From an optimization exercise on the open Yosys and OpenROAD flow, aimed at small area; shortcuts taken in it are not production practice.
Only simulation tests tie the RTL to the original design; equivalence was not proved.
Power and IR drop assume default switching activity.

[flow/design.v]
module avc_codec (
    input  wire       clk,
    input  wire       rst,
    input  wire       rx,
    input  wire       start,
    input  wire       wr,       
    input  wire       lng,      
    input  wire       wb,       
    output wire       done,
    output wire       ok,       
    output wire       rbit,     
    output wire [1:0] kind,     
    output reg  [7:0] pw,
    output reg  [1:0] sym,
    output wire       tx,
    output wire       idle
);
    localparam C_IDLE = 3'd0;
    localparam C_WAIT = 3'd1;
    localparam C_MEAS = 3'd3;
    localparam C_SLOT = 3'd2;
    localparam C_DRV  = 3'd4;
    reg [2:0] cph;
    reg [7:0] cnt;      
    wire w_idle = (cph == C_IDLE);
    wire w_wait = (cph == C_WAIT);
    wire w_meas = (cph == C_MEAS);
    wire w_slot = (cph == C_SLOT);
    wire w_drv  = (cph == C_DRV);
    assign tx = w_drv;
    assign idle = w_idle;
    wire [7:0] inc = (cnt == 8'd255) ? 8'd255 : cnt + 8'd1;
    wire c0 = (cnt >= 8'd28)  && (cnt <= 8'd38);
    wire c1 = (cnt >= 8'd15)  && (cnt <= 8'd25);
    wire cs = (cnt >= 8'd165) && (cnt <= 8'd175);
    wire [1:0] cls = c0 ? 2'b00 : c1 ? 2'b01 : cs ? 2'b10 : 2'b11;
    wire is_bit = c0 | c1;
    wire at_end  = lng ? (cnt == 8'd189) : (cnt == 8'd38);
    wire hi_end  = lng ? (cnt == 8'd169) : wb ? (cnt == 8'd19) : (cnt == 8'd32);
    wire fall    = w_meas && !rx;
    assign done = (fall && !lng && (!is_bit || cnt == 8'd38)) || (w_slot && at_end);
    assign ok   = !w_meas || is_bit;
    assign rbit = w_slot && sym[0];
    assign kind = {~cls[0], cls[0]};
    always @(posedge clk) begin
        if (start || (w_wait && !rx) || (fall && lng && !cs))
            cnt <= 8'd0;
        else
            cnt <= inc;
        if (rst) begin
            cph <= C_IDLE;
            pw  <= 8'd0;
            sym <= 2'b11;
        end else begin
            if ((w_wait || w_meas) && rx)
                pw <= inc;
            if (fall)
                sym <= cls;
            if (start)
                cph <= wr ? C_DRV : C_WAIT;
            else if (w_wait && rx)
                cph <= C_MEAS;
            else if (fall)
                cph <= lng ? (cs ? C_SLOT : C_WAIT) : (done ? C_IDLE : C_SLOT);
            else if (w_drv && hi_end)
                cph <= C_SLOT;
            else if (w_slot && at_end)
                cph <= C_IDLE;
        end
    end
endmodule
module avc (
    input  wire        clk,
    input  wire        rst,
    input  wire        rx,
    output wire        tx,
    output wire        en,
    input  wire [9:0]  haddr,
    input  wire [15:0] hwdata,
    input  wire        hwe,
    output reg  [15:0] hrdata
);
    reg        en_r;
    reg [11:0] local_addr;
    reg [15:0] arg;
    reg [15:0] res;
    reg        busy, done_r, ok_r, rxm_valid;
    reg [3:0]  err;
    reg [1:0]  cause;
    reg        rxm_bcast;
    reg [11:0] rxm_master, rxm_slave;
    reg [3:0]  rxm_control;
    reg [5:0]  rxm_len;
    reg [255:0] rxd;
    reg        txm_bcast;
    reg [11:0] txm_master, txm_slave;
    reg [3:0]  txm_control;
    reg [8:0]  txm_len;
    reg [255:0] txd;
    reg [3:0]  op;
    reg        b_r;
    reg [2:0]  fid;
    reg        ack;       
    reg        aph;       
    reg        fph;       
    reg        par;
    reg [3:0]  ix;        
    reg [4:0]  bidx;      
    reg [15:0] acc;
    assign en = en_r;
    wire msg = op[3] & op[2] & ~op[1];                  
    wire dw  = op[3] ? op[0] : op[1];                   
    wire u_start = (fid == 3'd0) & ~ack;
    wire u_bit   = (fid == 3'd1) & ~ack;
    wire u_field = (fid[2] | fid[1]) & ~ack;
    wire [3:0] src_ctl = txm_control;
    reg        src;
    always @* begin
        case (fid)
            3'd2:    src = txm_master[ix];
            3'd3:    src = txm_slave[ix];
            3'd4:    src = src_ctl[ix[1:0]];
            3'd5:    src = txm_len[ix[2:0]];
            3'd6:    src = txd[{bidx, ix[2:0]}];
            default: src = arg[ix];
        endcase
    end
    wire wbit = ack ? 1'b0 : u_bit ? (msg ? txm_bcast : b_r) : (fph ? par : src);
    reg        s_start, s_wr;
    wire       s_done, s_ok, s_bit, s_idle;
    wire [1:0] s_kind;
    wire [7:0] pw;
    wire [1:0] sym;
    avc_codec u_codec (
        .clk(clk), .rst(rst), .rx(rx),
        .start(s_start), .wr(s_wr), .lng(u_start), .wb(wbit),
        .done(s_done), .ok(s_ok), .rbit(s_bit), .kind(s_kind),
        .pw(pw), .sym(sym), .tx(tx), .idle(s_idle)
    );
    wire       host_we = hwe && !busy;
    wire       cmd_go  = host_we && (haddr == 10'h000) && (hwdata[3:0] != 4'hF);
    wire [3:0] cmd_op  = hwdata[3:0];
    wire [4:0] cmd_n   = hwdata[8:4];
    wire [4:0] cmd_nm1 = cmd_n - 5'd1;
    wire       txm_ok  = (txm_len[8:6] == 3'd0) &&
                         (txm_len[5] ? (txm_len[4:0] == 5'd0) : (txm_len[4:0] != 5'd0));
    wire       cmd_cod = (cmd_op[3:2] == 2'b01) || (cmd_op[3:1] == 3'b101) || (cmd_op == 4'hC) ||
                         (cmd_op[3:1] == 3'b100 && (!cmd_n[4] || cmd_n[3:0] == 4'd0)) ||
                         (cmd_op == 4'hD && txm_ok);
    wire       cmd_wr  = cmd_op[3] ? cmd_op[0] : cmd_op[1];
    wire answering = msg ? (!rxm_bcast && rxm_slave == local_addr) : b_r;
    wire expct    = msg ? !txm_bcast : b_r;
    wire [7:0] wlen = acc[7:0];
    wire len_bad = !((wlen[7:6] == 2'd0) && (wlen[5] ? (wlen[4:0] == 5'd0) : (wlen[4:0] != 5'd0)));
    wire [5:0] blen = dw ? txm_len[5:0] : rxm_len;
    wire last_byte = ({1'b0, bidx} + 6'd1 == blen);
    reg        u_ok;        
    reg        u_fail;      
    reg [1:0]  u_kind;      
    reg        u_more;      
    reg        u_reply;     
    reg        v_shift;     
    reg        v_send;      
    always @* begin
        u_ok = 1'b0; u_fail = 1'b0; u_kind = s_kind; u_more = 1'b0;
        u_reply = 1'b0; v_shift = 1'b0; v_send = 1'b0;
        if (s_done) begin
            if (ack) begin
                if (aph) u_ok = 1'b1;
                else if (!s_ok) u_fail = 1'b1;
                else if (s_bit && (dw ? expct : answering)) begin
                    if (dw) begin u_fail = 1'b1; u_kind = 2'd0; end
                    else u_reply = 1'b1;
                end else u_ok = 1'b1;
            end else if (u_field) begin
                if (!dw && !s_ok) u_fail = 1'b1;
                else if (!fph) begin
                    u_more = 1'b1;
                    v_shift = !dw;
                    v_send = dw;
                end else if (!dw && (par ^ s_bit)) begin
                    u_fail = 1'b1; u_kind = 2'd3;
                end else u_ok = 1'b1;
            end else begin
                if (!dw && !s_ok) u_fail = 1'b1;
                else u_ok = 1'b1;
            end
        end
    end
    wire       lenfail = msg && !dw && u_ok && u_field && fid == 3'd5 && len_bad;
    wire       m_fin   = msg && u_ok && ack && fid == 3'd6 && last_byte;
    wire       m_next  = msg && u_ok && !lenfail && !m_fin;
    wire       m_toack = u_field && fid != 3'd2;           
    wire [2:0] m_fid   = (m_toack || fid == 3'd6) ? fid : fid + 3'd1;
    wire [3:0] m_ix    = (m_fid[2:1] == 2'b01) ? 4'd11 : (m_fid == 3'd4) ? 4'd3 : 4'd7;
    wire fin_imm = busy && s_idle;
    wire fin  = fin_imm || ((u_ok || u_fail) && !m_next);
    wire fail = fin_imm ? ((op[3:1] == 3'b100) || op == 4'hD) : (u_fail || lenfail);
    always @* begin
        s_start = 1'b0;
        s_wr    = 1'b0;
        if (cmd_go) begin
            s_start = cmd_cod;
            s_wr    = cmd_wr & (cmd_op != 4'hB);
        end else if (m_next) begin
            s_start = 1'b1;
            s_wr    = dw & ~m_toack;
        end else if (u_more || u_reply) begin
            s_start = 1'b1;
            s_wr    = dw | u_reply;
        end
    end
    always @(posedge clk) begin
        if (v_shift && fid == 3'd6 && msg)
            rxd <= {rxd[254:0], s_bit};
        if (v_shift) begin
            acc <= {acc[14:0], s_bit};
            case (fid)
                3'd2: if (msg) rxm_master  <= {rxm_master[10:0], s_bit};
                3'd3: if (msg) rxm_slave   <= {rxm_slave[10:0], s_bit};
                3'd4: if (msg) rxm_control <= {rxm_control[2:0], s_bit};
                default: ;
            endcase
        end
        if (msg && !dw && u_bit && u_ok)
            rxm_bcast <= s_bit;
        if (msg && !dw && u_field && fid == 3'd5 && u_ok)
            rxm_len <= acc[5:0];
        if (cmd_go) begin
            op   <= cmd_op;
            b_r  <= hwdata[9];
            bidx <= 5'd0;
            ack  <= (cmd_op[3:1] == 3'b101);
            aph  <= 1'b0;
            fph  <= (cmd_n == 5'd0);
            par  <= 1'b0;
            ix   <= cmd_nm1[3:0];
            acc  <= 16'd0;
            fid  <= (cmd_op[3:2] == 2'b01) ? {2'b00, cmd_op[0] ^ cmd_op[1]} :
                    (cmd_op[3:1] == 3'b100) ? 3'd7 : 3'd0;
        end else begin
            if (u_more) begin
                par <= par ^ (v_shift ? s_bit : wbit);
                ix  <= ix - 4'd1;
                if (ix == 4'd0) fph <= 1'b1;
            end
            if (u_reply) aph <= 1'b1;
            if (m_next) begin
                fid <= m_fid;
                ack <= m_toack;
                aph <= 1'b0;
                fph <= 1'b0;
                par <= 1'b0;
                ix  <= m_ix;
                if (ack && fid == 3'd6) bidx <= bidx + 5'd1;
            end
        end
        if (rst) begin
            en_r        <= 1'b0;
            local_addr  <= 12'd0;
            arg         <= 16'd0;
            res         <= 16'd0;
            busy        <= 1'b0;
            done_r      <= 1'b0;
            ok_r        <= 1'b0;
            rxm_valid   <= 1'b0;
            err         <= 4'd0;
            cause       <= 2'd0;
            txm_bcast   <= 1'b0;
            txm_master  <= 12'd0;
            txm_slave   <= 12'd0;
            txm_control <= 4'd0;
            txm_len     <= 9'd0;
            txd         <= 256'd0;
        end else begin
            if (host_we) begin
                case (haddr)
                    10'h001: arg         <= hwdata;
                    10'h020: txm_bcast   <= hwdata[0];
                    10'h021: txm_master  <= hwdata[11:0];
                    10'h022: txm_slave   <= hwdata[11:0];
                    10'h023: txm_control <= hwdata[3:0];
                    10'h024: txm_len     <= hwdata[8:0];
                    default: ;
                endcase
                if (haddr[9:5] == 5'b10000)
                    txd[{haddr[4:0], 3'b000} +: 8] <= hwdata[7:0];
            end
            if (cmd_go) begin
                busy   <= 1'b1;
                done_r <= 1'b0;
                if (cmd_op == 4'hC) rxm_valid <= 1'b0;
            end
            if (fin) begin
                busy   <= 1'b0;
                done_r <= 1'b1;
                ok_r   <= !fail;
                if (fin_imm) begin
                    err   <= fail ? (op[3:1] == 3'b100 ? 4'd4 : 4'd10) : 4'd0;
                    cause <= 2'd0;
                    res   <= {15'd0, op == 4'h3 && en_r};
                    case (op)
                        4'h1: en_r <= 1'b1;
                        4'h2: en_r <= 1'b0;
                        4'hE: local_addr <= arg[11:0];
                        default: ;
                    endcase
                end else begin
                    err   <= !fail ? 4'd0 : ack ? 4'd12 : msg ? {1'b0, fid} + 4'd5 : {2'b00, u_kind};
                    cause <= (fail && (msg || ack)) ? (lenfail ? 2'd0 : u_kind) : 2'd0;
                    res   <= fail ? 16'd0 : (op == 4'h5) ? {15'd0, s_bit} : (op == 4'h8) ? acc : 16'd0;
                    if (msg && !dw && !fail) rxm_valid <= 1'b1;
                end
            end
        end
    end
    wire [15:0] status = {2'b00, cause, err, 3'b000, rxm_valid, en_r, ok_r, done_r, busy};
    wire [4:0]  rslot  = rxm_len[4:0] - 5'd1 - haddr[4:0];
    wire        rin    = rxm_valid && ({1'b0, haddr[4:0]} < rxm_len);
    always @* begin
        hrdata = 16'd0;
        case (haddr)
            10'h001: hrdata = arg;
            10'h002: hrdata = status;
            10'h003: hrdata = res;
            10'h004: hrdata = {6'd0, sym, pw};
            10'h005: hrdata = {4'd0, local_addr};
            10'h010: hrdata = rxm_valid ? {15'd0, rxm_bcast}   : 16'd0;
            10'h011: hrdata = rxm_valid ? {4'd0, rxm_master}   : 16'd0;
            10'h012: hrdata = rxm_valid ? {4'd0, rxm_slave}    : 16'd0;
            10'h013: hrdata = rxm_valid ? {12'd0, rxm_control} : 16'd0;
            10'h014: hrdata = rxm_valid ? {10'd0, rxm_len}     : 16'd0;
            10'h020: hrdata = {15'd0, txm_bcast};
            10'h021: hrdata = {4'd0, txm_master};
            10'h022: hrdata = {4'd0, txm_slave};
            10'h023: hrdata = {12'd0, txm_control};
            10'h024: hrdata = {7'd0, txm_len};
            default: ;
        endcase
        if (haddr[9:5] == 5'b01000)
            hrdata = rin ? {8'd0, rxd[{rslot, 3'b000} +: 8]} : 16'd0;
        else if (haddr[9:5] == 5'b10000)
            hrdata = {8'd0, txd[{haddr[4:0], 3'b000} +: 8]};
    end
endmodule
[flow/run.sh]
#!/bin/bash
# synth_recipe.tcl (not shown) runs the flow's synth.tcl, then flattens the netlist and writes it again
# the make line also repeats each setting of config.mk as NAME=value (left out here)
make -C /OpenROAD-flow-scripts/flow DESIGN_CONFIG=/design/flow/config.mk WORK_HOME=/design/flow/orfs CLKGATE_MAP_FILE= SYNTH_SCRIPT=/design/flow/synth_recipe.tcl finish
[flow/config.mk]
export PLATFORM = sky130hd
export DESIGN_NAME = avc
export DESIGN_NICKNAME = avc
export VERILOG_FILES = /design/flow/design.v
export SDC_FILE = /design/flow/constraint.sdc
export NUM_CORES = 4
export LEC_CHECK = 0
export CAP_MARGIN = 20
export CORE_MARGIN = 2
export CORE_UTILIZATION = 40
export PLACE_DENSITY = 0.55
export SLEW_MARGIN = 20
[flow/constraint.sdc]
create_clock -name core_clock -period 10.0 [get_ports {clk}]
set_input_delay 2.0000 -clock core_clock [delete_from_list [all_inputs] [get_ports {clk}]]
set_output_delay 2.0000 -clock core_clock [all_outputs]
set_load 0.01 [all_outputs]
==> results of run 1 <==
layout make-up:
type                       count  share of cell area, %
sequential                   698                   46.1
timing repair buffer          89                   2.20
tap                         1070                   3.62
clock buffer                 106                   5.87
multi-input combinational   1864                   40.8
inverter                      38                  0.386
clock inverter                32                  0.996
cells by family after synthesis:
| logic type | after synthesis |
|---|---|
| muxes | 469 |
| buffers and inverters | 244 |
| DFF | 698 |
| and+or+nand+nor | 895 |
| AOI/OAI and AO/OA | 429 |
| xor gates and xnor gates | 41 |
| adders and majority gates | 30 |
flip-flops by register name, indices dropped and copies added (netlist names), 2 cells and up:
signal	flops
txm_control	4
txd	256
rxd	256
rxm_len	6
u_codec.cph	3
txm_slave	12
u_codec.pw	8
op	4
rxm_slave	12
txm_master	12
rxm_control	4
u_codec.sym	2
bidx	5
ix	4
res	16
fid	3
u_codec.cnt	8
err	4
txm_len	9
rxm_master	12
local_addr	12
acc	16
arg	16
cause	2
cells in the mapped netlist, types with 6 or more instances:
cell,count,area share [%]
clkbuf_1,153,1.7
mux2i_1,242,7.3
a21oi_1,199,3.0
and3_1,16,0.30
nor4_1,11,0.21
a22o_1,36,0.95
nand3_1,61,0.92
o22a_1,6,0.16
inv_1,33,0.37
a31oi_1,12,0.23
a221oi_1,16,0.42
nand4_1,15,0.28
o22ai_1,7,0.13
and2_1,7,0.13
nor2_1,419,4.8
o21ai_0,27,0.41
xnor2_1,20,0.53
nor2b_1,15,0.28
nand2_1,246,2.8
or3_1,14,0.26
buf_1,16,0.18
xor2_1,20,0.53
edfxtp_1,305,28
a222oi_1,7,0.21
mux2_2,7,0.24
a22oi_1,31,0.70
a211oi_1,10,0.23
mux4_2,220,15
dfxtp_1,393,24
nand2b_1,20,0.38
buf_2,27,0.41
a221o_1,12,0.36
ha_1,29,1.1
nor3_1,32,0.48
layer usage:
metal | global-route usage (%) | wire length [µm] | vias up
met2 | 37.1 | 47100 | 1221
met3 | 4.41 | 8870 | 235
met4 | 9.78 | 4190 | 2
met5 | 0 | 13 | -
li1 | - | - | 10400
met1 | 34.4 | 44800 | 12200
worst max-delay path by stage:
stage	slack [ns]	endpoint	startpoint	depth (start not counted)
floorplan	1.87	rxd[0]	rx	9
global placement	1.46	hrdata[3]	haddr[2]	10
detailed placement	1.51	hrdata[3]	haddr[0]	12
CTS	1.50	hrdata[3]	haddr[0]	12
global route	1.31	hrdata[3]	haddr[0]	12
finish	1.50	hrdata[3]	haddr[0]	12
where the power goes:
part           internal (mW)  switching [mW]
logic                  0.122           0.219
registers               2.97          0.0492
clock network           1.66            1.21
total                   4.75            1.48
metrics by stage:
| stage | utilization [%] | worst slack [ns] | cells | area (µm²) |
|---|---|---|---|---|
| 3_5_place_dp | 41.9 | 1.51 | 3758 | 34400 |
| 4_1_cts | 45.0 | 1.50 | 3896 | 36900 |
| 6_report | 45.1 | 1.50 | 3897 | 36900 |
| 2_1_floorplan | - | 1.87 | 2806 | 33100 |
| 5_1_grt | 45.1 | 1.31 | 3897 | 36900 |
| 3_3_place_gp | 41.9 | 1.46 | 3758 | 34400 |
==> results_dict.tcl, run 1 <==
set metrics [dict create \
    cp_top_family "buffers and inverters" \
    synth_fa_ha_area_share_pct 1.16 \
    crit_arrival_ns 6.50 \
    synth_compound_area_share_pct 8.64 \
    synth_warnings 2 \
    cts_sinks 698 \
    drt-initial-drc-count 2896 \
    cp.required_ns 8.00 \
    crit_fanout 64 \
    rsz0062_at_grt "no" \
    synth_nets 2866 \
    die_h_um 291 \
    status "no timing/DRC/antenna violations" \
    fmax_mhz 118 \
    start_util_pct 40.3 \
    ctsHtreeMaxLevel 3 \
    hold_depth 0 \
    portBuffers 47 \
    finalMaxSlewViolations 0 \
    slew-limit-headroom_pct 26.8 \
    dr.pass1.iters 9 \
    synth_cells 2806 \
    setup_viol 0 \
    routed_wl_mm 105 \
    dp_hpwl_mm 70.9 \
    post_synth_xor_area_fraction_pct 1.13 \
    clk_path_buf_depth 3 \
    yosys.cell_types.count 90 \
    avgSynthCellArea_um2 11.8 \
    most-common-layout-cells "417 x nor2_1, 393 x dfxtp_1, 305 x edfxtp_1" \
    cts-resized-gates 0 \
    die-area_um2 85000 \
    viasPerCell 6.17 \
    synth_seq_cells 698 \
    antenna_found_initial 1 \
    max_stage_delay_ns 0.67 \
    pwr_density_cell_nw_per_um2 169 \
    cts_hold_buf 0 \
    async_flop_share_pct 0 \
    hold_path_class "reg -> reg" \
    multi_input_area_um2 15100 \
    p_leak_nw 11.5 \
    fillCellCount 7444 \
    clock-root-buffer "clkbuf_16" \
    cts_tree "done" \
    wl_per_cell_um 27.0 \
    postCtsSetupRepairBufs 0 \
    cp_cell_sequence "buf_4 -> inv_1 -> ha_1 -> inv_1 -> fa_2 -> buf_4 -> mux4_2 -> mux4_2 -> mux2i_1 -> o22ai_1 -> or3_1 -> clkdlybuf4s50_1" \
    drv_cap 0 \
    clkTransAtPathRegs_ns 0.06 \
    nets 2828 \
    grt_pass1_vias 23300 \
    timing_worst_setup_path_type "in -> out" \
    area_growth_syn_to_layout_pct 11.7 \
    register_area_um2 17000 \
    place_congestion 0.942 \
    ff2ff_setup_slack_ns 5.73 \
    synth-simple-area-share_pct 11.9 \
    ant_nets 0 \
    worstSetupStartpointType "primary input" \
    clock_latency_ns 0.65 \
    synth_edf_count 305 \
    tightest_slew_ns 1.09 \
    die_x_um 291 \
    min_from "rxd[141]" \
    cts_inserted_buffers 77 \
    fin_crit_sh_pct 85.0 \
    cp.buffers_inverters 5 \
    drive_gt1_share_pct 15.0 \
    reg2reg_depth 11 \
    grt_max_degree 163 \
    worstReg2RegEnd "res[3]" \
    core_um2 82000 \
    grt_pass1_wl_mm 156 \
    hold_viol 0 \
    drc 0 \
    grt.total_usage_pct 24.3 \
    holdWs_ns 0.441 \
    hold_path_end "rxd[142]" \
    skew_ns 0.0295 \
    grt-ovfl-total 0 \
    synthMuxAreaShare_pct 22.6 \
    synth_top_family_by_area "multiplexers" \
    ios 48 \
    setup_tns_ns 0 \
    peakVddDrop_mv 0.106 \
    cpMaxStageDelayCell "buf_4" \
    power_mw 6.23 \
    syn-cell-area_um2 33100 \
    cp-end-kind "output port" \
    rows 105 \
    yosys_most_used_dff "dfxtp_1" \
    post-route-min-period_ns 8.50 \
    r2r-start "fid[0]" \
    final_common_cell "nor2_1" \
    seq_area_frac_synth_pct 51.5 \
    vias 24000 \
    antennaDiodeCount 0 \
]
==> inputs of run 2 (changes only) <==
--- a/flow/design.v
+++ b/flow/design.v
@@ -107,5 +107,9 @@
     reg [3:0]  ix;        
-    reg [4:0]  bidx;      
+    reg [5:0]  bidx;      
+    reg [7:0]  txb;       
+    reg [4:0]  t;         
     reg [15:0] acc;
     assign en = en_r;
+    wire [4:0]  t1   = t + 5'd1;
+    wire [31:0] psel = 32'd1 << (haddr[4:0] - t);    
     wire msg = op[3] & op[2] & ~op[1];                  
@@ -123,3 +127,3 @@
             3'd5:    src = txm_len[ix[2:0]];
-            3'd6:    src = txd[{bidx, ix[2:0]}];
+            3'd6:    src = txb[ix[2:0]];
             default: src = arg[ix];
@@ -155,3 +159,3 @@
     wire [5:0] blen = dw ? txm_len[5:0] : rxm_len;
-    wire last_byte = ({1'b0, bidx} + 6'd1 == blen);
+    wire last_byte = (bidx == blen);
     reg        u_ok;        
@@ -190,2 +194,3 @@
     wire       lenfail = msg && !dw && u_ok && u_field && fid == 3'd5 && len_bad;
+    wire       rx_ins  = busy && msg && !dw && ack && fid == 3'd6 && t1 == bidx[4:0];
     wire       m_fin   = msg && u_ok && ack && fid == 3'd6 && last_byte;
@@ -213,4 +218,6 @@
     always @(posedge clk) begin
-        if (v_shift && fid == 3'd6 && msg)
-            rxd <= {rxd[254:0], s_bit};
+        t   <= t1;
+        rxd <= {rx_ins ? acc[7:0] : rxd[7:0], rxd[255:8]};
+        if (t == bidx[4:0])
+            txb <= txd[7:0];
         if (v_shift) begin
@@ -231,3 +238,3 @@
             b_r  <= hwdata[9];
-            bidx <= 5'd0;
+            bidx <= 6'd0;
             ack  <= (cmd_op[3:1] == 3'b101);
@@ -254,3 +261,3 @@
                 ix  <= m_ix;
-                if (ack && fid == 3'd6) bidx <= bidx + 5'd1;
+                if (!ack && fid == 3'd6) bidx <= bidx + 6'd1;
             end
@@ -260,3 +267,2 @@
             local_addr  <= 12'd0;
-            arg         <= 16'd0;
             res         <= 16'd0;
@@ -268,22 +274,3 @@
             cause       <= 2'd0;
-            txm_bcast   <= 1'b0;
-            txm_master  <= 12'd0;
-            txm_slave   <= 12'd0;
-            txm_control <= 4'd0;
-            txm_len     <= 9'd0;
-            txd         <= 256'd0;
         end else begin
-            if (host_we) begin
-                case (haddr)
-                    10'h001: arg         <= hwdata;
-                    10'h020: txm_bcast   <= hwdata[0];
-                    10'h021: txm_master  <= hwdata[11:0];
-                    10'h022: txm_slave   <= hwdata[11:0];
-                    10'h023: txm_control <= hwdata[3:0];
-                    10'h024: txm_len     <= hwdata[8:0];
-                    default: ;
-                endcase
-                if (haddr[9:5] == 5'b10000)
-                    txd[{haddr[4:0], 3'b000} +: 8] <= hwdata[7:0];
-            end
             if (cmd_go) begin
@@ -316,4 +303,23 @@
     end
+    wire [15:0] wd = rst ? 16'd0 : hwdata;
+    wire        wr_any = rst || host_we;
+    always @(posedge clk) begin
+        if (wr_any && (rst || haddr == 10'h001)) arg         <= wd;
+        if (wr_any && (rst || haddr == 10'h020)) txm_bcast   <= wd[0];
+        if (wr_any && (rst || haddr == 10'h021)) txm_master  <= wd[11:0];
+        if (wr_any && (rst || haddr == 10'h022)) txm_slave   <= wd[11:0];
+        if (wr_any && (rst || haddr == 10'h023)) txm_control <= wd[3:0];
+        if (wr_any && (rst || haddr == 10'h024)) txm_len     <= wd[8:0];
+    end
+    genvar gi;
+    generate
+        for (gi = 0; gi < 32; gi = gi + 1) begin : g_txd
+            always @(posedge clk)
+                if (wr_any && (rst || (haddr[9:5] == 5'b10000 && psel[(gi + 1) % 32])))
+                    txd[gi*8 +: 8] <= wd[7:0];
+                else
+                    txd[gi*8 +: 8] <= txd[((gi + 1) % 32)*8 +: 8];
+        end
+    endgenerate
     wire [15:0] status = {2'b00, cause, err, 3'b000, rxm_valid, en_r, ok_r, done_r, busy};
-    wire [4:0]  rslot  = rxm_len[4:0] - 5'd1 - haddr[4:0];
     wire        rin    = rxm_valid && ({1'b0, haddr[4:0]} < rxm_len);
@@ -340,5 +346,15 @@
         if (haddr[9:5] == 5'b01000)
-            hrdata = rin ? {8'd0, rxd[{rslot, 3'b000} +: 8]} : 16'd0;
+            hrdata = rin ? {8'd0, rxr} : 16'd0;
         else if (haddr[9:5] == 5'b10000)
-            hrdata = {8'd0, txd[{haddr[4:0], 3'b000} +: 8]};
+            hrdata = {8'd0, txr};
+    end
+    reg  [7:0]  txr, rxr;
+    integer k;
+    always @* begin
+        txr = 8'd0;
+        rxr = 8'd0;
+        for (k = 0; k < 32; k = k + 1) begin
+            txr = txr | (txd[k*8 +: 8] & {8{psel[k]}});
+            rxr = rxr | (rxd[k*8 +: 8] & {8{psel[k]}});
+        end
     end
--- a/flow/config.mk
+++ b/flow/config.mk
@@ -9,4 +9,7 @@
 export CORE_MARGIN = 2
-export CORE_UTILIZATION = 40
-export PLACE_DENSITY = 0.55
+export CORE_UTILIZATION = 65
+export CTS_BUF_LIST = sky130_fd_sc_hd__clkbuf_8
+export CTS_CLUSTER_DIAMETER = 60
+export CTS_CLUSTER_SIZE = 15
+export PLACE_DENSITY = 0.75
 export SLEW_MARGIN = 20
==> results_dict.tcl, run 2 <==
set metrics [dict create \
    crit_arrival_ns 7.37 \
    ff2ff_setup_slack_ns 5.51 \
    synth_nets 2813 \
    hold_path_class "reg -> reg" \
    cts_inserted_buffers 57 \
    status "no timing/DRC/antenna violations" \
    post-route-min-period_ns 9.37 \
    die_x_um 212 \
    most-common-layout-cells "601 x dfxtp_1, 374 x nand2_1, 231 x nor2_1" \
    antenna_found_initial 2 \
    clock-root-buffer "clkbuf_8" \
    drive_gt1_share_pct 8.87 \
    peakVddDrop_mv 0.187 \
    syn-cell-area_um2 28000 \
    drc 0 \
    cts-resized-gates 0 \
    pwr-share-clk_pct 32.4 \
    wl_per_cell_um 32.1 \
    start_util_pct 65.4 \
    rows 76 \
    fmax_mhz 107 \
    placed_area_um2 29200 \
    netlist_top_cells_area "dfxtp_1 43%, edfxtp_1 12%, mux2i_1 5.1%, nand2_1 5.0%, a21oi_1 3.3%" \
    synth_edf_count 111 \
    rsz0062_at_grt "no" \
    avgSynthCellArea_um2 10.1 \
    cts_tree "done" \
    clk_path_buf_depth 3 \
    grt_pass1_wl_mm 155 \
    seq_area_frac_synth_pct 54.9 \
    swShare_pct 25.7 \
    dp_slack_ns 0.796 \
    routed_wl_mm 107 \
    max_stage_delay_ns 0.71 \
    dr.pass1.iters 7 \
    p_leak_nw 10.6 \
    netSwitchingPower_mw 1.26 \
    fillCellCount 3120 \
    dp_hpwl_mm 75.0 \
    vias 24100 \
    nets 2814 \
    pwr_density_cell_nw_per_um2 161 \
    async_flop_share_pct 0 \
    drv_cap 0 \
    drt-met1-wl_mm 37.8 \
    fin_crit_sh_pct 93.7 \
    synth_cells 2759 \
    area_growth_syn_to_layout_pct 8.20 \
    netlist.area_leader.share_pct 43.0 \
    skew_ns 0.0341 \
    viasPerCell 7.23 \
    clock_latency_ns 0.73 \
    slew-limit-headroom_pct 15.9 \
    hold_viol 0 \
    setup_tns_ns 0 \
    cpMaxStageDelayCell "nor4_1" \
    wl_met3_mm 14.0 \
    place_congestion 1.08 \
    seq_power_share_pct 61.4 \
    postCtsSetupRepairBufs 0 \
    grt_pass1_vias 22900 \
    core_um2 42800 \
    cp_top_family "buffers and inverters" \
    cellInternalPower_mw 3.63 \
    timing_worst_setup_path_type "in -> out" \
    cp-end-kind "output port" \
    yosys_most_used_dff "dfxtp_1" \
    multi_input_area_um2 11900 \
    cp.buffers_inverters 5 \
    final_util_pct 70.8 \
    drt-initial-drc-count 3933 \
    final_common_cell "dfxtp_1" \
    fin_ws_ns 0.628 \
    die_h_um 212 \
    die-area_um2 44700 \
    ant_nets 0 \
    cp.required_ns 8.00 \
    setup_viol 0 \
    cts_hold_buf 0 \
    register_area_um2 15400 \
    combPwrFrac_pct 6.2 \
    tightest_slew_ns 1.25 \
    cp_cell_sequence "clkdlybuf4s50_1 -> inv_1 -> fa_1 -> nand2b_1 -> a21oi_2 -> xnor2_2 -> buf_4 -> and3_1 -> buf_4 -> a22o_1 -> a221oi_1 -> nand4_1 -> nor4_1 -> o211ai_1 -> clkdlybuf4s50_1" \
    synth_warnings 2 \
    cts_sinks 712 \
    ios 48 \
    grt.total_usage_pct 47.6 \
    synth.most_common_cell "dfxtp_1" \
    synth_commonest_cells "601 x dfxtp_1, 375 x nand2_1, 231 x nor2_1" \
    yosys.cell_types.count 96 \
    ctsHtreeMaxLevel 2 \
    highest_layer "met5" \
    clkTransAtPathRegs_ns 0.10 \
    synth_top_area_cell "dfxtp_1" \
    grt-ovfl-total 0 \
    grt_max_degree 137 \
    crit_fanout 13 \
    worstSetupStartpointType "primary input" \
    antennaDiodeCount 0 \
    portBuffers 47 \
    stdcell_area_um2 30300 \
    finalMaxSlewViolations 0 \
    top_regs "rxd (256), txd (256)" \
    synth_seq_cells 712 \
    met2_length_mm 45.4 \
]
-- run 2: final cells by class --
cell class / count / share of cell area, %
repair buffers: 133 / 3.71
flip-flops and latches: 712 / 50.7
well taps: 546 / 2.26
multi-input cells: 1812 / 39.4
inverters: 44 / 0.545
clock buffers: 58 / 2.64
clock inverters: 25 / 0.740
-- run 2: kinds of logic after synthesis --
| logic type | share of synthesized area [%] |
|---|---|
| compound gates | 16.7 |
| simple gates | 16.1 |
| fa+ha+maj | 1.10 |
| flops | 54.9 |
| buf+inv | 3.44 |
| xor+xnor | 1.68 |
| mux | 6.12 |
-- run 2: through the flow --
step                      cells  total power [mW]  hold slack, ns
after floorplan            2759              3.24           0.330
after global placement     3246              3.34           0.334
after detailed placement   3247              3.35           0.339
after CTS                  3330              4.86           0.349
after global routing       3330              5.00           0.358
final                      3330              4.89           0.344
-- run 2: metal layers --
metal / track usage, % / vias to the layer above
met3: 12.6 / 526
li1: - / 10000
met2: 70.3 / 2045
met5: 0 / -
met1: 59.9 / 11400
met4: 36.3 / 2
-- run 2: final timing paths --
| check | start | endpoint | cells past startpoint |
|---|---|---|---|
| setup / recovery | haddr[1] | hrdata[2] | 15 |
| hold reg to reg | rxd[9] | rxd[1] | 0 |
| setup reg to reg | fid[2] | u_codec.cph[2] | 12 |
| hold / removal | rxd[9] | rxd[1] | 0 |
-- run 2: power groups by stage --
stage	registers, mW	logic [mW]	clock network, mW
floorplan	3.02	0.215	0
global route	3.01	0.316	1.67
global placement	3.06	0.278	0
finish	3.00	0.301	1.59
CTS	3.00	0.289	1.57
detailed placement	3.07	0.287	0
==> inputs of run 3 (changes only) <==
--- a/flow/design.v
+++ b/flow/design.v
@@ -108,3 +108,2 @@
     reg [5:0]  bidx;      
-    reg [7:0]  txb;       
     reg [4:0]  t;         
@@ -127,3 +126,3 @@
             3'd5:    src = txm_len[ix[2:0]];
-            3'd6:    src = txb[ix[2:0]];
+            3'd6:    src = acc[ix[2:0]];
             default: src = arg[ix];
@@ -220,4 +219,4 @@
         rxd <= {rx_ins ? acc[7:0] : rxd[7:0], rxd[255:8]};
-        if (t == bidx[4:0])
-            txb <= txd[7:0];
+        if (msg && dw && t == bidx[4:0])
+            acc[7:0] <= txd[7:0];
         if (v_shift) begin
==> results_dict.tcl, run 3 <==
set metrics [dict create \
    p_leak_nw 10.5 \
    post-route-min-period_ns 9.20 \
    nets 2897 \
    cp_cell_sequence "clkdlybuf4s50_1 -> inv_1 -> ha_1 -> fa_1 -> nor2b_1 -> o21ai_0 -> nand3_1 -> nand4_1 -> buf_4 -> nor2_1 -> buf_4 -> a22o_1 -> nor3_1 -> a31oi_1 -> or3_1 -> clkdlybuf4s50_1" \
    clock_latency_ns 0.76 \
    cpMaxStageDelayCell "nor2_1" \
    cts-resized-gates 0 \
    crit_arrival_ns 7.20 \
    dr.pass1.iters 9 \
    tightest_slew_ns 1.21 \
    setup_viol 0 \
    grt_pass1_wl_mm 156 \
    postCtsSetupRepairBufs 0 \
    swShare_pct 26.0 \
    cts_inserted_buffers 56 \
    clkTransAtPathRegs_ns 0.10 \
    antenna_found_initial 7 \
    portBuffers 47 \
    grt.total_usage_pct 48.2 \
    setup_tns_ns 0 \
    final_common_cell "dfxtp_1" \
    hold_viol 0 \
    multi_input_area_um2 12100 \
    rsz0062_at_grt "no" \
    pwr_density_cell_nw_per_um2 159 \
    hold_path_class "reg -> reg" \
    synth_seq_cells 704 \
    start_util_pct 66.2 \
    seq_power_share_pct 61.9 \
    synth_warnings 2 \
    wl_per_cell_um 31.7 \
    synth_edf_count 103 \
    top_regs "rxd (256), txd (256)" \
    drt-initial-drc-count 3932 \
    grt_pass1_vias 24200 \
    crit_fanout 16 \
    slew-limit-headroom_pct 19.3 \
    final_cells 3409 \
    grt_max_degree 89 \
    die-area_um2 44600 \
    pwr-share-clk_pct 31.8 \
    drive_gt1_share_pct 8.20 \
    viasPerCell 7.32 \
    netlist_top_cells_area "dfxtp_1 43%, edfxtp_1 11%, nand2_1 5.3%, mux2i_1 4.3%, a21oi_1 3.7%" \
    core_um2 42100 \
    syn-cell-area_um2 27900 \
    drc 0 \
    max_stage_delay_ns 0.60 \
    cp.required_ns 8.00 \
    most-common-layout-cells "601 x dfxtp_1, 390 x nand2_1, 260 x nor2_1" \
    cp-end-kind "output port" \
    fin_crit_sh_pct 92.0 \
    cts_sinks 704 \
    status "no timing/DRC/antenna violations" \
    die_x_um 211 \
    seq_area_frac_synth_pct 54.3 \
    dp_hpwl_mm 73.8 \
    peakVddDrop_mv 0.157 \
    die_h_um 211 \
    synth_commonest_cells "601 x dfxtp_1, 390 x nand2_1, 262 x nor2_1" \
    yosys_most_used_dff "dfxtp_1" \
    synth_top_area_cell "dfxtp_1" \
    skew_ns 0.0693 \
    timing_worst_setup_path_type "in -> out" \
    fmax_mhz 109 \
    synth_nets 2885 \
    register_area_um2 15100 \
    yosys.cell_types.count 90 \
    cts_tree "done" \
    vias 25000 \
    cp_top_family "buffers and inverters" \
    netlist.area_leader.share_pct 43.2 \
    area_growth_syn_to_layout_pct 8.12 \
    drv_cap 0 \
    clock-root-buffer "clkbuf_8" \
    synth.most_common_cell "dfxtp_1" \
    cts_hold_buf 0 \
    avgSynthCellArea_um2 9.85 \
    clk_path_buf_depth 3 \
    ctsHtreeMaxLevel 2 \
    place_congestion 1.07 \
    async_flop_share_pct 0 \
    worstSetupStartpointType "primary input" \
    cp.buffers_inverters 5 \
    synth_cells 2831 \
    cellInternalPower_mw 3.55 \
    netSwitchingPower_mw 1.25 \
    finalMaxSlewViolations 0 \
    dp.cells 3323 \
    fillCellCount 3152 \
    combPwrFrac_pct 6.4 \
    grt-ovfl-total 0 \
    ant_nets 0 \
    ios 48 \
    routed_wl_mm 108 \
    rows 75 \
]
==> run 3: changes by cell type in the layout (fill, tap and decap cells not counted), sizes merged, moves of 23 or more <==
cell    delta
a21oi     +25
a221oi    -34
and3      +32
mux2i     -23
nand3     +31
nor2      +31
==> run 3: area by class of cell <==
class / count / share of cell area (%)
repair buffers: 136 / 3.76
flip-flops and latches: 704 / 50.2
clock buffers: 56 / 2.56
multi-input cells: 1901 / 40.0
clock inverters: 24 / 0.643
well taps: 539 / 2.24
inverters: 44 / 0.548
diodes: 5 / 0.0415
==> run 3: per-layer routing <==
layer  vias to the layer above  track usage (%)  part of all wire [%]
li1                      10400                -                     -
met1                     11700             57.3                    34
met2                      2228             71.2                    42
met3                       647             15.5                    13
met4                         4             40.3                    10
met5                         -                0                 0.019
==> run 3: cell families (layout without fill, tap and decap cells) <==
| family | Yosys count | in the layout | synth area share, % |
|---|---|---|---|
| and+or+nand+nor | 1002 | 1002 | 16.8 |
| xor gates and xnor gates | 47 | 47 | 1.48 |
| buffers and inverters | 226 | 260 | 3.18 |
| other | 0 | 5 | 0 |
| muxes | 134 | 134 | 4.99 |
| DFF | 704 | 704 | 54.3 |
| adders and majority gates | 24 | 24 | 1.10 |
| AOI/OAI and AO/OA | 694 | 694 | 18.2 |
==> run 3: power groups by stage <==
stage / sequential [mW] / combinational [mW] / clock [mW]
2_1_floorplan: 2.99 / 0.201 / 0
3_3_place_gp: 3.02 / 0.280 / 0
3_5_place_dp: 3.03 / 0.290 / 0
4_1_cts: 2.96 / 0.291 / 1.51
5_1_grt: 2.97 / 0.317 / 1.61
6_report: 2.97 / 0.305 / 1.53
==> run 3: final timing paths <==
check             startpoint             end  slack (ns)  depth (start not counted)
hold reg to reg     rxd[181]        rxd[173]        0.32                          0
hold / removal      rxd[181]        rxd[173]        0.32                          0
setup / recovery    haddr[0]       hrdata[4]        0.80                         16
setup reg to reg      fid[2]  u_codec.cph[1]        5.26                         10
==> run 3: stage by stage <==
stage	hold slack [ns]	power, mW	worst slack, ns	area (µm²)	utilization [%]
after floorplan	0.330	3.19	2.86	27900	-
after global placement	0.333	3.30	1.15	29100	69.1
after detailed placement	0.336	3.32	1.06	29100	69.2
after CTS	0.324	4.76	1.07	30100	71.5
after global routing	0.345	4.89	0.694	30100	71.5
final	0.325	4.80	0.801	30100	71.5
==> inputs of run 4 (changes only) <==
==> flow/flow/run.sh (new file) <==
#!/bin/bash
# Standard layout, with two changes: port buffers use buf_2 instead of the
# default pick, and clock tree synthesis uses small clock buffers in small
# clusters without dummy loads.
set -euo pipefail
export BUFFER_PORTS_ARGS="-buffer_cell sky130_fd_sc_hd__buf_2"
export CTS_ARGS="-sink_clustering_enable -repair_clock_nets -buf_list sky130_fd_sc_hd__clkbuf_4 -sink_clustering_size 8 -sink_clustering_max_diameter 40 -dont_use_dummy_load"
bash standard.sh > standard.log 2>&1
==> flow/standard.sh (new file) <==
#!/bin/bash
# synth_recipe.tcl (not shown) runs the flow's synth.tcl, then flattens the netlist and writes it again
# the make line also repeats each setting of config.mk as NAME=value (left out here)
make -C /OpenROAD-flow-scripts/flow DESIGN_CONFIG=/design/flow/config.mk WORK_HOME=/design/flow/orfs CLKGATE_MAP_FILE= SYNTH_SCRIPT=/design/flow/synth_recipe.tcl "${@:-finish}"
removed: flow/run.sh
==> results_dict.tcl, run 4 <==
set metrics [dict create \
    most-common-layout-cells "601 x dfxtp_1, 390 x nand2_1, 261 x nor2_1" \
    grt_pass1_vias 24200 \
    yosys_most_used_dff "dfxtp_1" \
    clock-root-buffer "clkbuf_4" \
    netlist.area_leader.share_pct 43.2 \
    synth_top_area_cell "dfxtp_1" \
    grt_pass1_wl_mm 158 \
    dp_slack_ns 1.25 \
    yosys.cell_types.count 90 \
    drc 0 \
    fmax_mhz 111 \
    portBuffers 47 \
    pwr-share-clk_pct 30.1 \
    vias 25300 \
    place_congestion 1.08 \
    cts_tree "done" \
    fin_ws_ns 0.970 \
    power_mw 4.66 \
    skew_ns 0.0858 \
    ios 48 \
    hold_path_class "reg -> reg" \
    worstSetupStartpointType "primary input" \
    avgSynthCellArea_um2 9.85 \
    postCtsSetupRepairBufs 0 \
    grt-ovfl-total 0 \
    final_cells 3422 \
    wl_per_cell_um 32.0 \
    die-area_um2 44600 \
    clock_latency_ns 0.91 \
    clkTransAtPathRegs_ns 0.09 \
    area_growth_syn_to_layout_pct 6.32 \
    start_util_pct 66.2 \
    netlist_top_cells_area "dfxtp_1 43%, edfxtp_1 11%, nand2_1 5.3%, mux2i_1 4.3%, a21oi_1 3.7%" \
    crit_fanout 20 \
    dp_hpwl_mm 74.6 \
    async_flop_share_pct 0 \
    netSwitchingPower_mw 1.20 \
    cp.buffers_inverters 6 \
    rows 75 \
    hold_viol 0 \
    fin_crit_sh_pct 90.3 \
    die_x_um 211 \
    clk_path_buf_depth 3 \
    pwr_density_cell_nw_per_um2 157 \
    synth_edf_count 103 \
    die_h_um 211 \
    cpMaxStageDelayCell "o21a_1" \
    syn-cell-area_um2 27900 \
    cp-end-kind "output port" \
    final_common_cell "dfxtp_1" \
    core_um2 42100 \
    p_leak_nw 10.5 \
    rsz0062_at_grt "no" \
    timing_worst_setup_path_type "in -> out" \
    routed_wl_mm 109 \
    slew-limit-headroom_pct 19.6 \
    dp.cells 3311 \
    cp_cell_sequence "buf_2 -> inv_1 -> ha_1 -> inv_1 -> a21oi_1 -> o21a_1 -> nand4_1 -> buf_4 -> nor2_1 -> buf_4 -> a22o_1 -> nor3_1 -> a41oi_1 -> or4_1 -> buf_2" \
    cts_hold_buf 0 \
    seq_area_frac_synth_pct 54.3 \
    stdcell_area_um2 29600 \
    grt.total_usage_pct 48.9 \
    synth_cells 2831 \
    status "no timing/DRC/antenna violations" \
    cts_inserted_buffers 105 \
    synth_nets 2885 \
    finalMaxSlewViolations 0 \
    synth_commonest_cells "601 x dfxtp_1, 390 x nand2_1, 262 x nor2_1" \
    synth_seq_cells 704 \
    viasPerCell 7.39 \
    combPwrFrac_pct 6.4 \
    cp.required_ns 8.00 \
    synth_warnings 2 \
    synth.most_common_cell "dfxtp_1" \
    setup_viol 0 \
    holdWs_ns 0.333 \
    ctsHtreeMaxLevel 3 \
    placed_area_um2 28800 \
    crit_arrival_ns 7.03 \
    post-route-min-period_ns 9.03 \
    drt-initial-drc-count 4401 \
    dr.pass1.iters 6 \
    seq_power_share_pct 63.5 \
    grt_max_degree 164 \
    antenna_found_initial 6 \
    drv_cap 0 \
    final_util_pct 70.3 \
    cellInternalPower_mw 3.46 \
    drive_gt1_share_pct 10.4 \
    nets 2934 \
    swShare_pct 25.8 \
    max_stage_delay_ns 0.90 \
    cp_top_family "simple AND/OR/NAND/NOR gates" \
    cts_sinks 704 \
    ant_nets 0 \
    setup_tns_ns 0 \
    tightest_slew_ns 1.20 \
    peakVddDrop_mv 0.145 \
    cts-resized-gates 0 \
    top_regs "rxd (256), txd (256)" \
]
run 4: changes by cell type in the layout (fill, tap and decap cells not counted), sizes merged:
cell,delta
bufinv,-1
clkinv,-2
clkdlybuf4s50,-44
clkbuf,+49
buf,+32
inv,-21
run 4: path summary, 6_finish.rpt:
path	start	to	slack, ns	cells past startpoint
setup / recovery	haddr[0]	hrdata[5]	0.97	15
hold / removal	rxd[152]	rxd[144]	0.33	0
setup reg to reg	t[1]	txd[223]	5.07	10
hold reg to reg	rxd[152]	rxd[144]	0.33	0
run 4: layer usage:
layer | vias to the layer above | part of all wire [%] | GRT usage [%]
li1 | 10400 | - | -
met1 | 11800 | 34 | 58.5
met2 | 2276 | 42 | 72.1
met3 | 739 | 13 | 14.4
met4 | 6 | 11 | 41.9
met5 | - | 0.027 | 0
run 4: worst reg2reg max path, delay by kind of cell (launching register included):
kind / cells / cell delay [ns]
and+or+nand+nor: 4 / 2.36
AOI/OAI and AO/OA: 3 / 1.17
buffers and inverters: 2 / 0.49
adders and majority gates: 1 / 0.29
DFF: 1 / 0.47
run 4: cells by family (layout without fill, tap and decap cells):
family | count (synthesis) | after routing | share of synthesized area [%]
multiplexers | 134 | 134 | 4.99
AO/OA/AOI/OAI | 694 | 694 | 18.2
AND/OR/NAND/NOR | 1002 | 1002 | 16.8
other | 0 | 5 | 0
flip-flops | 704 | 704 | 54.3
XOR/XNOR | 47 | 47 | 1.48
buffers and inverters | 226 | 273 | 3.18
adder cells (fa/ha/maj) | 24 | 24 | 1.10
run 4: cell type report:
type                            count  area (µm²)
Timing Repair Buffer              124         827
Inverter                           44         165
Clock buffer                      105         788
Multi-Input combinational cell   1901       12000
Fill cell                        3239       12500
Sequential cell                   704       15100
Tap cell                          539         674
Antenna cell                        5        12.5
run 4: power groups by stage:
stage                     clock network (mW)  logic (mW)  registers (mW)
final                                   1.41       0.298            2.96
after global routing                    1.51       0.309            2.96
after CTS                               1.40       0.285            2.96
after detailed placement                   0       0.283            3.02
after global placement                     0       0.275            3.02
after floorplan                            0       0.201            2.99
==> inputs of run 5 (changes only) <==
--- a/flow/config.mk
+++ b/flow/config.mk
@@ -7,2 +7,3 @@
 export LEC_CHECK = 0
+export ABC_AREA = 1
 export CAP_MARGIN = 20
==> results_dict.tcl, run 5 <==
set metrics [dict create \
    cp_top_family "compound AO/OA/AOI/OAI gates" \
    grt_pass1_wl_mm 143 \
    cp.buffers_inverters 4 \
    synth.most_common_cell "nand2_1" \
    place_congestion 1.04 \
    yosys.cell_types.count 59 \
    hold_viol 0 \
    final_util_pct 69.5 \
    grt_pass1_vias 23000 \
    grt.total_usage_pct 44.1 \
    vias 24600 \
    worstSetupStartpointType "primary input" \
    ant_nets 0 \
    drt-initial-drc-count 3794 \
    seq_area_frac_synth_pct 55.9 \
    seq_power_share_pct 63.4 \
    grt_max_degree 67 \
    setup_tns_ns 0 \
    pwr-share-clk_pct 28.6 \
    rows 74 \
    ctsHtreeMaxLevel 3 \
    clock-root-buffer "clkbuf_4" \
    slew-limit-headroom_pct 17.4 \
    postCtsSetupRepairBufs 0 \
    finalMaxSlewViolations 0 \
    cts_hold_buf 0 \
    dp_hpwl_mm 68.5 \
    async_flop_share_pct 0 \
    drc 0 \
    synth_seq_cells 704 \
    max_stage_delay_ns 0.65 \
    tightest_slew_ns 1.21 \
    pwr_density_cell_nw_per_um2 173 \
    fin_ws_ns 1.87 \
    cts_inserted_buffers 105 \
    synth_edf_count 103 \
    viasPerCell 6.66 \
    die_x_um 208 \
    post-route-min-period_ns 8.13 \
    grt-ovfl-total 0 \
    register_area_um2 15100 \
    synth_top_area_cell "dfxtp_1" \
    cpMaxStageDelayCell "clkinv_1" \
    cp_cell_sequence "buf_2 -> inv_1 -> ha_1 -> fa_1 -> o21ai_1 -> xor2_2 -> nand3_1 -> clkinv_1 -> a22o_1 -> nor3_1 -> nand4_1 -> o21ai_0 -> nand3_1 -> buf_2" \
    top_regs "rxd (256), txd (256)" \
    drive_gt1_share_pct 7.86 \
    fmax_mhz 123 \
    final_cells 3696 \
    portBuffers 47 \
    cp.required_ns 8.00 \
    most-common-layout-cells "701 x nand2_1, 601 x dfxtp_1, 353 x o21ai_0" \
    combPwrFrac_pct 8.0 \
    synth_cells 3120 \
    skew_ns 0.102 \
    synth_warnings 2 \
    timing_worst_setup_path_type "in -> out" \
    clk_path_buf_depth 3 \
    routed_wl_mm 97.2 \
    clkTransAtPathRegs_ns 0.09 \
    crit_arrival_ns 6.13 \
    power_mw 4.92 \
    syn-cell-area_um2 27100 \
    peakVddDrop_mv 0.166 \
    multi_input_area_um2 10400 \
    fin_crit_sh_pct 81.3 \
    netlist.area_leader.share_pct 44.4 \
    cts-resized-gates 0 \
    area_growth_syn_to_layout_pct 5.06 \
    crit_fanout 17 \
    die_h_um 208 \
    cp-end-kind "output port" \
    ios 48 \
    clock_latency_ns 0.93 \
    final_common_cell "nand2_1" \
    cts_tree "done" \
    cellInternalPower_mw 3.58 \
    yosys_most_used_dff "dfxtp_1" \
    core_um2 40900 \
    status "no timing/DRC/antenna violations" \
    netlist_top_cells_area "dfxtp_1 44%, edfxtp_1 11%, nand2_1 9.7%, o21ai_0 6.6%, a22oi_1 4.8%" \
    swShare_pct 27.3 \
    hold_path_class "reg -> reg" \
    dp_slack_ns 2.07 \
    synth_nets 3174 \
    dr.pass1.iters 7 \
    avgSynthCellArea_um2 8.68 \
    rsz0062_at_grt "no" \
    fillCellCount 3378 \
    nets 3212 \
    antenna_found_initial 6 \
    netSwitchingPower_mw 1.34 \
    die-area_um2 43300 \
    synth_commonest_cells "701 x nand2_1, 601 x dfxtp_1, 355 x o21ai_0" \
    start_util_pct 66.1 \
    cts_sinks 704 \
    dp.cells 3579 \
    drv_cap 0 \
    setup_viol 0 \
    wl_per_cell_um 26.3 \
    p_leak_nw 11.4 \
]
[run 5: worst paths after layout]
kind	startpoint	end	slack, ns	cells after the start
worst max-delay path	haddr[0]	hrdata[3]	1.87	14
worst min-delay path	rxd[18]	rxd[10]	0.27	0
worst max register to register	fid[2]	u_codec.cph[1]	5.72	21
worst min register to register	rxd[18]	rxd[10]	0.27	0
[run 5: routing by layer]
| metal | track usage (%) | share of wire, % |
|---|---|---|
| met3 | 10.9 | 13 |
| met1 | 56.3 | 36 |
| met5 | 0 | 0.011 |
| met4 | 32.0 | 9.0 |
| met2 | 65.3 | 42 |
[run 5: kinds of logic (layout without fill, tap and decap cells)]
| group | count (synthesis) | after routing | share of synthesized area, % |
|---|---|---|---|
| AOI/OAI and AO/OA | 794 | 794 | 17.7 |
| xor gates and xnor gates | 28 | 28 | 0.961 |
| adders and majority gates | 24 | 24 | 1.14 |
| buffers and inverters | 416 | 452 | 6.12 |
| DFF | 704 | 704 | 55.9 |
| other | 0 | 8 | 0 |
| and+or+nand+nor | 1154 | 1154 | 18.2 |
[run 5: power by group through the flow]
stage / Combinational, mW / Clock (mW) / Sequential, mW
detailed placement: 0.377 / 0 / 3.17
finish: 0.395 / 1.41 / 3.12
floorplan: 0.266 / 0 / 3.11
CTS: 0.378 / 1.40 / 3.10
global route: 0.430 / 1.51 / 3.12
global placement: 0.364 / 0 / 3.17
[run 5: layout make-up]
type	count	share of cell area [%]
timing repair buffer	74	1.54
clock buffer	105	2.77
inverter	273	3.61
antenna	8	0.0704
sequential	704	53.2
tap	532	2.34
multi-input combinational	2000	36.5
[run 5: stage by stage]
step / area, µm² / hold slack, ns
2_1_floorplan: 27100 / 0.331
3_3_place_gp: 27500 / 0.332
3_5_place_dp: 27500 / 0.336
4_1_cts: 28300 / 0.276
5_1_grt: 28400 / 0.283
6_report: 28400 / 0.273
[run 5: worst register-to-register path: stages, from the launching register on]
cell and delay [ns]:
edfxtp_1 0.54, inv_1 0.19, ha_1 0.73, clkinv_1 0.59, nand2_1 0.35, nor2_1 0.06
o21ai_0 0.35, nand2_1 0.09, nand3_1 0.09, nand3_1 0.07, nand2_1 0.07, nand2_1 0.13
nand2_1 0.13, nand2_1 0.13, nand2_1 0.09, nand2_1 0.05, nand2_1 0.06, nand2_1 0.05
nand2_1 0.13, nand2_1 0.07, nand2_1 0.06, a21oi_1 0.06
==> inputs of run 6 (changes only) <==
==> flow/flow/run.sh (replaced) <==
#!/bin/bash
# Standard layout, with two changes: port buffers use buf_2 instead of the
# default pick, and clock tree synthesis uses small clock buffers in small
# clusters without dummy loads.
set -euo pipefail
export BUFFER_PORTS_ARGS="-buffer_cell sky130_fd_sc_hd__buf_2"
export CTS_ARGS="-sink_clustering_enable -repair_clock_nets -buf_list sky130_fd_sc_hd__clkbuf_4 -sink_clustering_size 9 -sink_clustering_max_diameter 45 -dont_use_dummy_load"
bash standard.sh > standard.log 2>&1
==> results_dict.tcl, run 6 <==
set metrics [dict create \
    fin_crit_sh_pct 82.3 \
    hold_path_class "reg -> reg" \
    rows 74 \
    grt.total_usage_pct 44.0 \
    fin_ws_ns 1.77 \
    synth_cells 3120 \
    status "no timing/DRC/antenna violations" \
    cts-resized-gates 0 \
    ctsHtreeMaxLevel 3 \
    cpMaxStageDelayCell "clkinv_1" \
    async_flop_share_pct 0 \
    placed_area_um2 27500 \
    yosys.cell_types.count 59 \
    yosys_most_used_dff "dfxtp_1" \
    clock_latency_ns 0.91 \
    worstSetupStartpointType "primary input" \
    finalMaxSlewViolations 0 \
    combPwrFrac_pct 8.2 \
    drc 0 \
    cellInternalPower_mw 3.52 \
    ios 48 \
    netSwitchingPower_mw 1.31 \
    cp_cell_sequence "buf_2 -> inv_1 -> ha_1 -> fa_1 -> o21ai_1 -> xor2_2 -> nand3_1 -> clkinv_1 -> a22o_1 -> nor3_1 -> nand4_1 -> o21ai_0 -> nand3_1 -> buf_2" \
    clk_path_buf_depth 3 \
    place_congestion 1.04 \
    cts_sinks 704 \
    seq_area_frac_synth_pct 55.9 \
    vias 24500 \
    core_um2 40900 \
    fmax_mhz 122 \
    setup_tns_ns 0 \
    drv_cap 0 \
    clkTransAtPathRegs_ns 0.11 \
    die_h_um 208 \
    ant_nets 0 \
    slew-limit-headroom_pct 16.5 \
    fillCellCount 3364 \
    netlist_top_cells_area "dfxtp_1 44%, edfxtp_1 11%, nand2_1 9.7%, o21ai_0 6.6%, a22oi_1 4.8%" \
    rsz0062_at_grt "no" \
    grt-ovfl-total 0 \
    seq_power_share_pct 64.5 \
    stdcell_area_um2 28300 \
    postCtsSetupRepairBufs 0 \
    clock-root-buffer "clkbuf_4" \
    syn-cell-area_um2 27100 \
    cts_inserted_buffers 91 \
    cp.required_ns 8.00 \
    cts_tree "done" \
    drive_gt1_share_pct 7.39 \
    cp-end-kind "output port" \
    routed_wl_mm 96.8 \
    synth_nets 3174 \
    pwr-share-clk_pct 27.3 \
    final_cells 3679 \
    post-route-min-period_ns 8.23 \
    synth_warnings 2 \
    start_util_pct 66.1 \
    peakVddDrop_mv 0.137 \
    cts_hold_buf 0 \
    antenna_found_initial 7 \
    synth.most_common_cell "nand2_1" \
    pwr_density_cell_nw_per_um2 171 \
    synth_top_area_cell "dfxtp_1" \
    wl_per_cell_um 26.3 \
    setup_viol 0 \
    swShare_pct 27.2 \
    final_common_cell "nand2_1" \
    synth_commonest_cells "701 x nand2_1, 601 x dfxtp_1, 355 x o21ai_0" \
    max_stage_delay_ns 0.66 \
    skew_ns 0.128 \
    synth_seq_cells 704 \
    grt_pass1_wl_mm 142 \
    die_x_um 208 \
    grt_max_degree 67 \
    tightest_slew_ns 1.22 \
    dr.pass1.iters 8 \
    crit_fanout 17 \
    top_regs "rxd (256), txd (256)" \
    grt_pass1_vias 23000 \
    drt-initial-drc-count 4020 \
    timing_worst_setup_path_type "in -> out" \
    dp_hpwl_mm 68.5 \
    nets 3196 \
    hold_viol 0 \
    netlist.area_leader.share_pct 44.4 \
    avgSynthCellArea_um2 8.68 \
    portBuffers 47 \
    most-common-layout-cells "701 x nand2_1, 601 x dfxtp_1, 353 x o21ai_0" \
    die-area_um2 43300 \
    area_growth_syn_to_layout_pct 4.61 \
    dp_slack_ns 2.07 \
    dp.cells 3579 \
    p_leak_nw 11.3 \
    synth_edf_count 103 \
    viasPerCell 6.67 \
    crit_arrival_ns 6.23 \
]
==> run 6: cell counts after synthesis <==
Identical to the previous run, type by type.
==> run 6: final timing paths <==
check,to,slack [ns],depth (start not counted),start
setup / recovery,hrdata[3],1.77,14,haddr[0]
hold / removal,rxd[10],0.29,0,rxd[18]
setup reg to reg,u_codec.cph[1],5.62,21,fid[2]
hold reg to reg,rxd[10],0.29,0,rxd[18]
==> run 6: final cells by class <==
cell class	count	area [µm²]	area share, %
diodes	7	17.5	0.0619
clock buffers	91	683	2.41
inverters	273	1030	3.63
multi-input cells	2000	10400	36.6
flip-flops and latches	704	15100	53.4
well taps	532	666	2.35
repair buffers	72	423	1.49
==> run 6: worst max-delay path: cells and delay by family <==
family,cells,cell delay (ns)
fa+ha+maj,2,0.62
buf+inv,4,1.06
compound gates,3,1.24
simple gates,4,0.97
xor+xnor,1,0.32
==> run 6: power groups by stage <==
stage | clock (mW) | combinational [mW] | sequential [mW]
6_report | 1.32 | 0.394 | 3.12
5_1_grt | 1.42 | 0.429 | 3.12
3_3_place_gp | 0 | 0.364 | 3.17
2_1_floorplan | 0 | 0.266 | 3.11
4_1_cts | 1.32 | 0.378 | 3.10
3_5_place_dp | 0 | 0.377 | 3.17
==> run 6: logic make-up after synthesis <==
kind of cell | share of synthesized area, %
buffers and inverters | 6.12
AO/OA/AOI/OAI | 17.7
flip-flops | 55.9
AND/OR/NAND/NOR | 18.2
adder cells (fa/ha/maj) | 1.14
XOR/XNOR | 0.961
==> run 6: through the flow <==
step	utilization (%)	power [mW]	hold WS, ns
after floorplan	-	3.37	0.331
after global placement	67.2	3.53	0.332
after detailed placement	67.3	3.55	0.336
after CTS	69.0	4.80	0.314
after global routing	69.2	4.97	0.290
final	69.2	4.83	0.285
==> run 6: per-layer routing <==
layer	vias up	share of wire (%)	global-route usage [%]
met5	-	0.030	0
met4	4	8.6	33.3
met3	450	13	11.0
met2	1943	42	65.1
met1	11400	36	55.6
li1	10700	-	-
==> inputs of run 7 (changes only) <==
==> flow/flow/run.sh (replaced) <==
#!/bin/bash
# Standard layout, with two changes: port buffers use buf_1 instead of the
# default pick, and clock tree synthesis uses small clock buffers in small
# clusters without dummy loads.
set -euo pipefail
export BUFFER_PORTS_ARGS="-buffer_cell sky130_fd_sc_hd__buf_1"
export CTS_ARGS="-sink_clustering_enable -repair_clock_nets -buf_list sky130_fd_sc_hd__clkbuf_4 -sink_clustering_size 9 -sink_clustering_max_diameter 45 -dont_use_dummy_load"
bash standard.sh > standard.log 2>&1
==> results_dict.tcl, run 7 <==
set metrics [dict create \
    min_from "rxd[247]" \
    synth_cells 3120 \
    cts_inserted_buffers 91 \
    rows 74 \
    grt_pass1_wl_mm 144 \
    dr.pass1.iters 7 \
    drt-initial-drc-count 3854 \
    yosys_most_used_dff "dfxtp_1" \
    most-common-layout-cells "701 x nand2_1, 601 x dfxtp_1, 353 x o21ai_0" \
    fin_crit_sh_pct 84.1 \
    netlist_top_cells_area "dfxtp_1 44%, edfxtp_1 11%, nand2_1 9.7%, o21ai_0 6.6%, a22oi_1 4.8%" \
    avgSynthCellArea_um2 8.68 \
    yosys.cell_types.count 59 \
    stdcell_area_um2 28200 \
    drive_gt1_share_pct 5.82 \
    core_um2 40900 \
    die-area_um2 43300 \
    dp_slack_ns 1.92 \
    drv_cap 0 \
    clock_latency_ns 0.85 \
    synth_edf_count 103 \
    crit_fanout 17 \
    rsz0062_at_grt "no" \
    skew_ns 0.0880 \
    dp.cells 3581 \
    slew-limit-headroom_pct 15.5 \
    reg2reg_depth 9 \
    ant_nets 0 \
    wl_met3_mm 11.9 \
    clk_path_buf_depth 3 \
    hold_path_end "rxd[239]" \
    ios 48 \
    status "no timing/DRC/antenna violations" \
    final_common_cell "nand2_1" \
    cp-end-kind "output port" \
    synth_seq_cells 704 \
    peakVddDrop_mv 0.129 \
    timing_worst_setup_path_type "in -> out" \
    start_util_pct 66.1 \
    worstReg2RegEnd "txd[201]" \
    cts_tree "done" \
    fmax_mhz 119 \
    grt_max_degree 67 \
    pwr_density_cell_nw_per_um2 171 \
    clkTransAtPathRegs_ns 0.09 \
    placed_area_um2 27500 \
    syn-cell-area_um2 27100 \
    fillCellCount 3381 \
    wl_per_cell_um 26.6 \
    finalMaxSlewViolations 0 \
    viasPerCell 6.68 \
    antenna_found_initial 4 \
    drc 0 \
    post-route-min-period_ns 8.41 \
    power_mw 4.84 \
    synth_nets 3174 \
    nets 3198 \
    netlist.area_leader.share_pct 44.4 \
    fin_ws_ns 1.59 \
    die_x_um 208 \
    top_regs "rxd (256), txd (256)" \
    place_congestion 1.05 \
    hold_path_class "reg -> reg" \
    cts-resized-gates 0 \
    ff2ff_setup_slack_ns 5.67 \
    cp.required_ns 8.00 \
    die_h_um 208 \
    synth.most_common_cell "nand2_1" \
    area_growth_syn_to_layout_pct 4.35 \
    vias 24600 \
    seq_area_frac_synth_pct 55.9 \
    postCtsSetupRepairBufs 0 \
    hold_depth 0 \
    final_util_pct 69.0 \
    grt.total_usage_pct 44.5 \
    grt-ovfl-total 0 \
    routed_wl_mm 98.0 \
    holdWs_ns 0.316 \
    synth_commonest_cells "701 x nand2_1, 601 x dfxtp_1, 355 x o21ai_0" \
    ctsHtreeMaxLevel 3 \
    crit_arrival_ns 6.41 \
    worstSetupStartpointType "primary input" \
    portBuffers 47 \
    dp_hpwl_mm 70.3 \
    setup_viol 0 \
    r2r-start "t[3]" \
    setup_tns_ns 0 \
    drt-met1-wl_mm 35.2 \
    tightest_slew_ns 1.26 \
    synth_top_area_cell "dfxtp_1" \
    met2_length_mm 42.1 \
    clock-root-buffer "clkbuf_4" \
    highest_layer "met5" \
    final_cells 3676 \
    async_flop_share_pct 0 \
    cts_hold_buf 0 \
    p_leak_nw 11.2 \
    cts_sinks 704 \
    hold_viol 0 \
    multi_input_area_um2 10400 \
    synth_warnings 2 \
    register_area_um2 15100 \
    grt_pass1_vias 23200 \
]
[run 7: changes by cell type in the layout (fill, tap and decap cells not counted), sizes merged]
| cell | before | now |
|---|---|---|
| clkinv | 19 | 18 |
| buf | 71 | 72 |
| diode | 7 | 2 |
| clkbuf | 92 | 93 |
| inv | 254 | 255 |
[run 7: final cells by class]
cell class / count / area share, %
Antenna cell: 2 / 0.0177
Clock buffer: 91 / 2.42
Inverter: 273 / 3.64
Multi-Input combinational cell: 2000 / 36.7
Sequential cell: 704 / 53.5
Tap cell: 532 / 2.36
Timing Repair Buffer: 74 / 1.35
[run 7: routing by layer]
layer,track usage [%],vias up
li1,-,10700
met3,10.6,460
met1,55.9,11400
met4,33.0,4
met5,0,-
met2,67.0,1919
[run 7: critical path: stages]
cell and delay (ns):
buf_1 0.21, inv_1 0.09, ha_1 0.24, fa_1 0.41, o21ai_1 0.38, xor2_2 0.33, nand3_1 0.18, clkinv_1 0.68
nand2_1 0.24, nand3_1 0.10, nor3_1 0.51, nand4_1 0.26, o21ai_0 0.47, nand3_1 0.13, buf_1 0.17
[run 7: worst max-delay path by stage]
stage,startpoint,end,slack (ns),cells past startpoint
after detailed placement,haddr[0],hrdata[3],1.92,14
final,haddr[0],hrdata[3],1.59,15
after global routing,haddr[0],hrdata[3],1.64,15
after floorplan,haddr[0],hrdata[2],3.64,15
after global placement,haddr[0],hrdata[3],1.92,14
after CTS,haddr[0],hrdata[3],1.90,15
[run 7: kinds of logic (layout without fill, tap and decap cells)]
| kind of cell | count (synthesis) | count (layout) | share of synthesized area (%) |
|---|---|---|---|
| compound gates | 794 | 794 | 17.7 |
| other cells | 0 | 2 | 0 |
| buf+inv | 416 | 438 | 6.12 |
| fa+ha+maj | 24 | 24 | 1.14 |
| simple gates | 1154 | 1154 | 18.2 |
| xor+xnor | 28 | 28 | 0.961 |
| flops | 704 | 704 | 55.9 |
[run 7: report_power, final]
part           switching (mW)  total [mW]  internal [mW]  leakage, nW
clock                   0.915        1.33          0.417        0.419
sequential              0.130        3.12           2.99         5.87
combinational           0.282       0.390          0.108         4.86

## re-timing with driven ports
The results above use ideal ports. As a check the final layouts listed here were re-extracted and re-timed, cells and wires unchanged.
Step 1 assumes that a clkbuf_16 drives the clock port and a buf_2 every other input.
Step 2 adds t to the input delays and takes it off the output delays; t is the mean of the earliest and latest rising clock arrival at the registers after step 1. Input paths then give back, and output paths get back, about the clock's delay inside the block.
Slacks: no drivers / after step 1 / after step 2; pairs: no drivers / after step 1.
run	t, ns	slack for setup (ns)	clock arrival spread, ns
run 1	0.699	1.498 / 1.441 / 1.441	0.031 / 0.030
run 2	0.778	0.628 / 0.593 / 0.593	0.039 / 0.039
run 3	0.779	0.801 / 0.748 / 0.748	0.073 / 0.073
run 4	0.923	0.970 / 0.937 / 0.937	0.088 / 0.088
run 5	0.940	1.867 / 1.756 / 1.756	0.108 / 0.108
run 6	0.907	1.770 / 1.657 / 1.657	0.137 / 0.137
run 7	0.890	1.595 / 1.522 / 1.522	0.146 / 0.147
After both steps every run listed still meets setup and hold. For run 6, which loses most, drivers alone change the setup slack by -0.113 ns; drivers and shift together by -0.113 ns.
